Background: an optimization exercise with open tools, aiming at small area. Do not read the settings as production practice.
At most, simulation tests tie the RTL to the original design; equivalence was not proved.

==> 08-19: inputs <==
==> flow/design.v (excerpt) <==
module fcps (
    input  wire        clk,
    input  wire        rst,
    input  wire        bus_we,
    input  wire [8:0]  bus_addr,
    input  wire [31:0] bus_wdata,
    output reg  [31:0] bus_rdata,
    output wire        irq,
    input  wire        tick,
    output wire        tp_open_req,
    output wire [31:0] tp_baud,
    input  wire        tp_open_ok,
    input  wire        tp_open_err,
    output wire        rts,
    output wire        dtr,
    input  wire        tp_rts_unsup,
    input  wire        tp_dtr_unsup,
    output wire        tp_flush_in,
    output wire        tp_flush_out,
    output wire        tx_valid,
    output wire [7:0]  tx_data,
    input  wire        tx_ready,
    input  wire        tp_wr_err,
    input  wire        rx_valid,
    input  wire [7:0]  rx_data,
    output wire        tp_close
);
Settings: LEC_CHECK=0, CAP_MARGIN=20, CORE_MARGIN=2, CORE_UTILIZATION=50, CTS_BUF_LIST=sky130_fd_sc_hd__clkbuf_4 sky130_fd_sc_hd__clkbuf_8, SLEW_MARGIN=20; clock period 20.0 ns.
run.sh (not shown) runs the stock make flow with config.mk's settings and CLKGATE_MAP_FILE= SYNTH_SCRIPT=/design/flow/synth_recipe.tcl, a recipe that flattens the netlist after the stock synthesis.
==> 09-11: changes against 08-19 <==
--- a/flow/design.v
+++ b/flow/design.v
@@ -129,23 +129,19 @@
         case (idx)
             2'd0: wsel = wl[1:0];
             2'd1: wsel = wl[3:2];
             2'd2: wsel = wl[5:4];
             default: wsel = wl[7:6];
         endcase
     endfunction
-    reg  [7:0] lastb;
     wire [7:0] last_idx = rxlen[7:0] - 8'd1;
     wire [7:0] rx_b0    = rxbuf[7:0];
     wire [7:0] rx_b1    = rxbuf[15:8];
-    wire [3:0] dec_now  = dec(rxlen, rx_b0, rx_b1, lastb);
-    wire [8:0] rxlen_host = (bus_wdata[8:0] > RXCAP) ? RXCAP : bus_wdata[8:0];
-    wire [7:0] host_lidx  = rxlen_host[7:0] - 8'd1;
-    wire [5:0]  win_sel  = bus_addr[8] ? bus_addr[7:2] : host_lidx[7:2];
-    wire [31:0] win_word = rxbuf[32*win_sel +: 32];
+    wire [7:0] rx_blast = rxbuf[8*last_idx +: 8];
+    wire [3:0] dec_now  = dec(rxlen, rx_b0, rx_b1, rx_blast);
     assign irq          = done;
     assign tp_open_req  = (phase == PH_OPEN);
     assign tp_baud      = (bsel == 2'd0) ? baud0 : (bsel == 2'd1) ? baud1 :
                           (bsel == 2'd2) ? baud2 : baud3;
     assign rts          = rts_q;
     assign dtr          = dtr_q;
     assign tp_flush_in  = (phase == PH_PURGE);
@@ -180,15 +176,15 @@
             7'h12: bus_rdata = runpos;
             7'h14: bus_rdata = hist[31:0];
             7'h15: bus_rdata = hist[63:32];
             7'h16: bus_rdata = hist[95:64];
             7'h17: bus_rdata = hist[127:96];
             default:
                 if (rd_w[6])
-                    bus_rdata = win_word;
+                    bus_rdata = rxbuf[32*rd_w[5:0] +: 32];
                 else
                     bus_rdata = 32'd0;
         endcase
     end
     wire [6:0] wr_w   = bus_addr[8:2];
     wire [3:0] opc    = bus_wdata[3:0];
     wire       op_wr  = bus_we && (wr_w == 7'h00);
@@ -231,38 +227,27 @@
                 end
             end else if (phase != PH_PURGE && capen && rxlen < RXCAP) begin
                 cap_we = 1'b1;
             end
         end
     end
     wire win_we = bus_we && wr_w[6] && l2_ok;
-    wire [5:0] wa_word = win_we ? wr_w[5:0] : rxlen[7:2];
-    wire [3:0] wa_lane = win_we ? 4'b1111 : (4'b0001 << rxlen[1:0]);
-    wire       wa_any  = win_we | cap_we;
-    wire [31:0] wa_data = win_we ? bus_wdata : {4{rx_data}};
     genvar gi;
     generate
         for (gi = 0; gi < RXCAP; gi = gi + 1) begin : g_rxbuf
             always @(posedge clk) begin
-                if (!rst && wa_any && wa_word == 6'(gi / 4) && wa_lane[gi % 4])
-                    rxbuf[8*gi +: 8] <= wa_data[8*(gi % 4) +: 8];
+                if (!rst) begin
+                    if (cap_we && rxlen[7:0] == 8'(gi))
+                        rxbuf[8*gi +: 8] <= rx_data;
+                    if (win_we && wr_w[5:0] == 6'(gi / 4))
+                        rxbuf[8*gi +: 8] <= bus_wdata[8*(gi % 4) +: 8];
+                end
             end
         end
     endgenerate
-    wire rxlen_wr = bus_we && (wr_w == 7'h10) && l2_ok;
-    always @(posedge clk) begin
-        if (!rst) begin
-            if (rxlen_wr)
-                lastb <= win_word[8*host_lidx[1:0] +: 8];
-            else if (cap_we)
-                lastb <= rx_data;
-            else if (win_we && wr_w[5:0] == last_idx[7:2])
-                lastb <= bus_wdata[8*last_idx[1:0] +: 8];
-        end
-    end
     task do_finish;
         input [3:0] r;
         input       close_pend_next;
         begin
             result      <= r;
             runf        <= 1'b0;
             rcont       <= 1'b0;
@@ -624,14 +609,14 @@
                     7'h07: if (l2_ok) baud3 <= bus_wdata;
                     7'h08: if (l2_ok) nbaud <= (bus_wdata[2:0] > 3'd4) ? 3'd4 : bus_wdata[2:0];
                     7'h09: if (l2_ok) linecfg <= bus_wdata[1:0];
                     7'h0A: if (l1_ok) t_settle <= bus_wdata;
                     7'h0B: if (l1_ok) t_quiet  <= bus_wdata;
                     7'h0C: if (l1_ok) t_resp   <= bus_wdata;
                     7'h0D: if (l1_ok) t_idle   <= bus_wdata;
-                    7'h10: if (l2_ok) rxlen <= rxlen_host;
+                    7'h10: if (l2_ok) rxlen <= (bus_wdata[8:0] > RXCAP) ? RXCAP : bus_wdata[8:0];
                     default: ;
                 endcase
             end
         end
     end
 endmodule
CORE_UTILIZATION = 25   (was 50)
CTS_BUF_LIST = unset   (was sky130_fd_sc_hd__clkbuf_4 sky130_fd_sc_hd__clkbuf_8)
==> summary of the runs <==
- Against 09-11, the non-clock buffer count of 08-19 is lower by 39.
- Fmax: 08-19 is smaller than 09-11 (about 12%).
- Against 09-11, the wire length of 08-19 is smaller by about 30%.
- In 08-19 the die area is lower than in 09-11, by about 60%.
- In 08-19 the area after synthesis is lower than in 09-11, by about 19%.
- Core utilization: 08-19 is higher than 09-11 (28 points).
- In 08-19 the synthesized cell count is smaller than in 09-11, by 26%.
- Cell count: 08-19 is lower than 09-11 (35%).
- Between 08-19 and 09-11, the lower clock skew is in 08-19 (gap 0.0067 ns).
- Of 09-11 and 08-19, 09-11 has the higher via count (gap about 40%, measured against 08-19).
Only the layout flow was run in 08-19; the RTL was not checked for function there.

==> static timing again, ports no longer ideal <==
The flow's constraints put no driver on any port. The routed layouts listed below were extracted and timed again, unchanged, in two steps. Step 1, drivers: a clkbuf_16 drives clk and a buf_2 each remaining input, both assumed. Step 2 times the ports against the registers' clock, not the clock port: input delays grow and output delays shrink by t, the midpoint of the rising clock arrivals with the driver on. Three values: no drivers, after step 1, after step 2; two values: the first two.
run | t, ns | setup WS [ns] | latest minus earliest clock arrival (ns) | worst slew at a driven data input, ns | cell pins on the clock port's net
08-19 | 1.189 | 4.560 / 4.539 / 4.539 | 0.120 / 0.120 | 0.22 | 1
09-11 | 1.139 | 6.411 / 6.317 / 6.317 | 0.128 / 0.128 | 0.32 | 1
After both steps setup and hold are still met in every run listed. The setup slack of 09-11, which loses most, moves by -0.094 ns with the drivers and by -0.094 ns with both steps.
